Background: an optimization exercise with open tools, aiming at a short achievable clock period and few clock cycles. Do not read the settings as production practice.
Only simulation tests tie the RTL to the original design; equivalence was not proved.
No activity file was given, so power comes from the tool's default toggle rates.

==> flow/design.v (excerpt) <==
module wbt_lz_decoder (
    input  wire        clk,
    input  wire        rst,
    input  wire        start,
    input  wire        clear,
    /*verilator lint_off UNUSEDSIGNAL*/
    input  wire [3:0]  cfg_format,    
    /*verilator lint_on UNUSEDSIGNAL*/
    input  wire        cfg_image,
    input  wire [15:0] cfg_base_len,
    input  wire [15:0] cfg_stride,
    input  wire [15:0] cfg_in_len,
    input  wire [15:0] cfg_out_len,
    output reg         in_rd_en,
    output reg  [15:0] in_addr,
    input  wire [7:0]  in_rdata,
    output reg         out_we,
    output reg  [15:0] out_waddr,
    output reg  [7:0]  out_wdata,
    output reg         out_rd_en,
    output reg  [15:0] out_raddr,
    input  wire [7:0]  out_rdata,
    output wire [1:0]  state,
    output wire [1:0]  err_kind,
    output wire [3:0]  err_cause,
    output wire [16:0] in_pos,
    output wire [15:0] out_pos,
    output wire [7:0]  bit_buf,
    output wire [3:0]  bit_cnt
);
For scale: about 5,700 cells after synthesis, ~1,700 flip-flops, roughly 200 I/O pins, roughly 74,000 µm² of cells after synthesis.
export LEC_CHECK = 0
export ABC_CLOCK_PERIOD_IN_PS = 2200
export CAP_MARGIN = 20
export CORE_MARGIN = 2
export CORE_UTILIZATION = 55
export SETUP_SLACK_MARGIN = 3.5
export SLEW_MARGIN = 20
export TNS_END_PERCENT = 100
create_clock -name core_clock -period 6.0 [get_ports {clk}]
standard.sh (not shown) runs the stock make flow with config.mk's settings and CLKGATE_MAP_FILE= SYNTH_SCRIPT=/design/flow/synth_recipe.tcl, a recipe that flattens the netlist after the stock synthesis.
==> flow/flow/run.sh <==
#!/bin/bash
# The standard layout (standard.sh, unchanged synthesis), with two
# settings changed: port buffers are buf_4 cells instead of the smallest
# buffer, and timing repair may resize cells to any footprint.
export BUFFER_PORTS_ARGS="-buffer_cell sky130_fd_sc_hd__buf_4"
bash standard.sh MATCH_CELL_FOOTPRINT=0 finish > standard_run.log 2>&1
Testbench counts at the start, summed over its fixed seeds: cycles 116,596.
Next try:
--- a/flow/design.v
+++ b/flow/design.v
@@ -201,17 +201,17 @@
     wire [VW-1:0] v_r = bz ? view(2'd2, 1'b0, f0_sh, e0, e1, e2, e3, eav, etg)
                            : view(2'd1, bc1, bb_sh, e0, e1, e2, e3, eav, etg);
     wire [VW-1:0] v_h = view(2'd1, bz, bbuf, e0, e1, e2, e3, eav, etg);
     localparam QW = 44;         
     reg          sg_valid;
     reg [QW-1:0] sg;
-    reg [QW-1:0] qm [0:15];
-    reg [3:0]    qwp, qrp;
-    reg [4:0]    qcnt;
-    wire         q_empty = (qcnt == 5'd0);
-    wire         q_full  = qcnt[4];
+    reg [QW-1:0] qm [0:7];
+    reg [2:0]    qwp, qrp;
+    reg [3:0]    qcnt;
+    wire         q_empty = (qcnt == 4'd0);
+    wire         q_full  = qcnt[3];
     reg        e_valid, e_lit, e_fwd1, e_fwd2, e_last;
     reg [7:0]  e_byte;
     reg [15:0] e_src, e_len, e_dst;
     reg        s1_valid, s1_lit, s1_fwd1, s1_fwd2;
     reg [7:0]  s1_byte;
     reg [15:0] s1_dst;
@@ -432,13 +432,14 @@
     wire [15:0]   src_c = pcur - offset[15:0];
     wire [QW-1:0] cmd_lit = {1'b1, 1'b1, ps[I_PRE] ? hb : rb, 16'd0, 16'd1, 2'b00};
     assign cand = ps[I_CHK] ? cmd_cpy : cmd_lit;
     wire [QW-1:0] cmd_cpy = {len == 17'd1, 1'b0, 8'd0, src_r, len[15:0],
                              fwd1_r, fwd2_r};
     reg  [15:0]   padd_r;
-    wire          r1_lit   = (rem == padd_r + 16'd2);
+    wire [15:0]   rem_lit  = rem - 16'd1;
+    wire [15:0]   rem_cpy  = rem - len[15:0];
     reg [16:0] len_g;
     always @(*) begin
         case (base)
             2'd1:    len_g = {gval, bitv};
             2'd2:    len_g = bitv ? {gp1, 1'b0} : {gval, 1'b1};
             default: len_g = {gp1, bitv};
@@ -492,15 +493,15 @@
             wp        <= 2'd0;
             pop_r     <= 2'd0;
             padd_r    <= 16'd0;
             align_r   <= 1'b0;
             rd_pend   <= 1'b0;
             sg_valid  <= 1'b0;
-            qcnt      <= 5'd0;
-            qwp       <= 4'd0;
-            qrp       <= 4'd0;
+            qcnt      <= 4'd0;
+            qwp       <= 3'd0;
+            qrp       <= 3'd0;
             e_valid   <= 1'b0;
             s1_valid  <= 1'b0;
             s2_valid  <= 1'b0;
             e_dst     <= 16'd0;
             pdone     <= 1'b0;
             err_pend  <= 1'b0;
@@ -557,16 +558,16 @@
             align_r <= do_align;
             if (align_r)       ip <= alignp;
             else if (pop_r[1]) ip <= ip_p2;
             else if (pop_r[0]) ip <= ip_p1;
             padd_r <= !push ? 16'd0 : ps[I_CHK] ? len[15:0] : 16'd1;
             pcur   <= pcur + padd_r;
-            rem    <= rem - padd_r;
             if (push) begin
+                rem  <= ps[I_CHK] ? rem_cpy : rem_lit;
                 rz   <= ps[I_CHK] ? (len[15:0] == rem) : r1;
-                r1   <= ps[I_CHK] ? (len[15:0] + 16'd1 == rem) : r1_lit;
+                r1   <= ps[I_CHK] ? (len[15:0] + 16'd1 == rem) : (rem == 16'd2);
             end
             if (ps[I_PRE] && take_hi) begin
                 pre_rem <= pre_rem - 16'd1;
                 pz      <= p1;
                 p1      <= (pre_rem == 16'd2);
             end
@@ -632,15 +633,15 @@
             end
             if (ps[I_HI]) offset <= {3'd0, hb, lo};
             if (sg_free) begin
                 sg_valid <= push && !e_byp;
                 sg       <= cand;
             end
-            if (sg_to_q) qwp <= qwp + 4'd1;
-            if (q_pop) qrp <= qrp + 4'd1;
-            qcnt <= qcnt + {4'd0, sg_to_q} - {4'd0, q_pop};
+            if (sg_to_q) qwp <= qwp + 3'd1;
+            if (q_pop) qrp <= qrp + 3'd1;
+            qcnt <= qcnt + {3'd0, sg_to_q} - {3'd0, q_pop};
             s2_valid  <= s1_valid;
             s1_valid  <= e_valid;
             out_rd_en <= e_valid && !e_lit;
             if (e_valid) e_dst <= e_dst + 16'd1;
             if (e_load) e_valid <= !q_empty || sg_valid || push;
             if (err_pend) begin
=>
- The changed run went through all stages and came out clean
- cell area goes down by 19%
- worst setup slack gains 0.21 ns
- total power goes down by 21%
- utilization goes down by 0.33 points
- non-clock buffer count goes down by 86
Testbench counts after the change, summed over its fixed seeds: cycles 117,520.

static timing again, ports no longer ideal:
How much do the figures lean on ideal ports? The routed layouts below were timed once more, with nothing changed but the port constraints. Step 1 assumes that a clkbuf_16 drives the clock port and a buf_2 every other input. Step 2 moves the port delays by t, midway between the first and last clock arrival at a register: inputs arrive t later, outputs are due t later. That takes back most of the time a late clock gives input paths. Three values: no drivers, after step 1, after step 2; two values: the first two.
run	t, ns	slack for setup (ns)	cell pins on the clock port's net
the first run	0.880	3.193 / 3.193 / 3.100	1
the second run	0.824	3.401 / 3.324 / 2.806	1
After both steps every run listed still meets setup and hold. For the second run, which loses most, drivers alone change the setup slack by -0.077 ns; drivers and shift together by -0.595 ns.
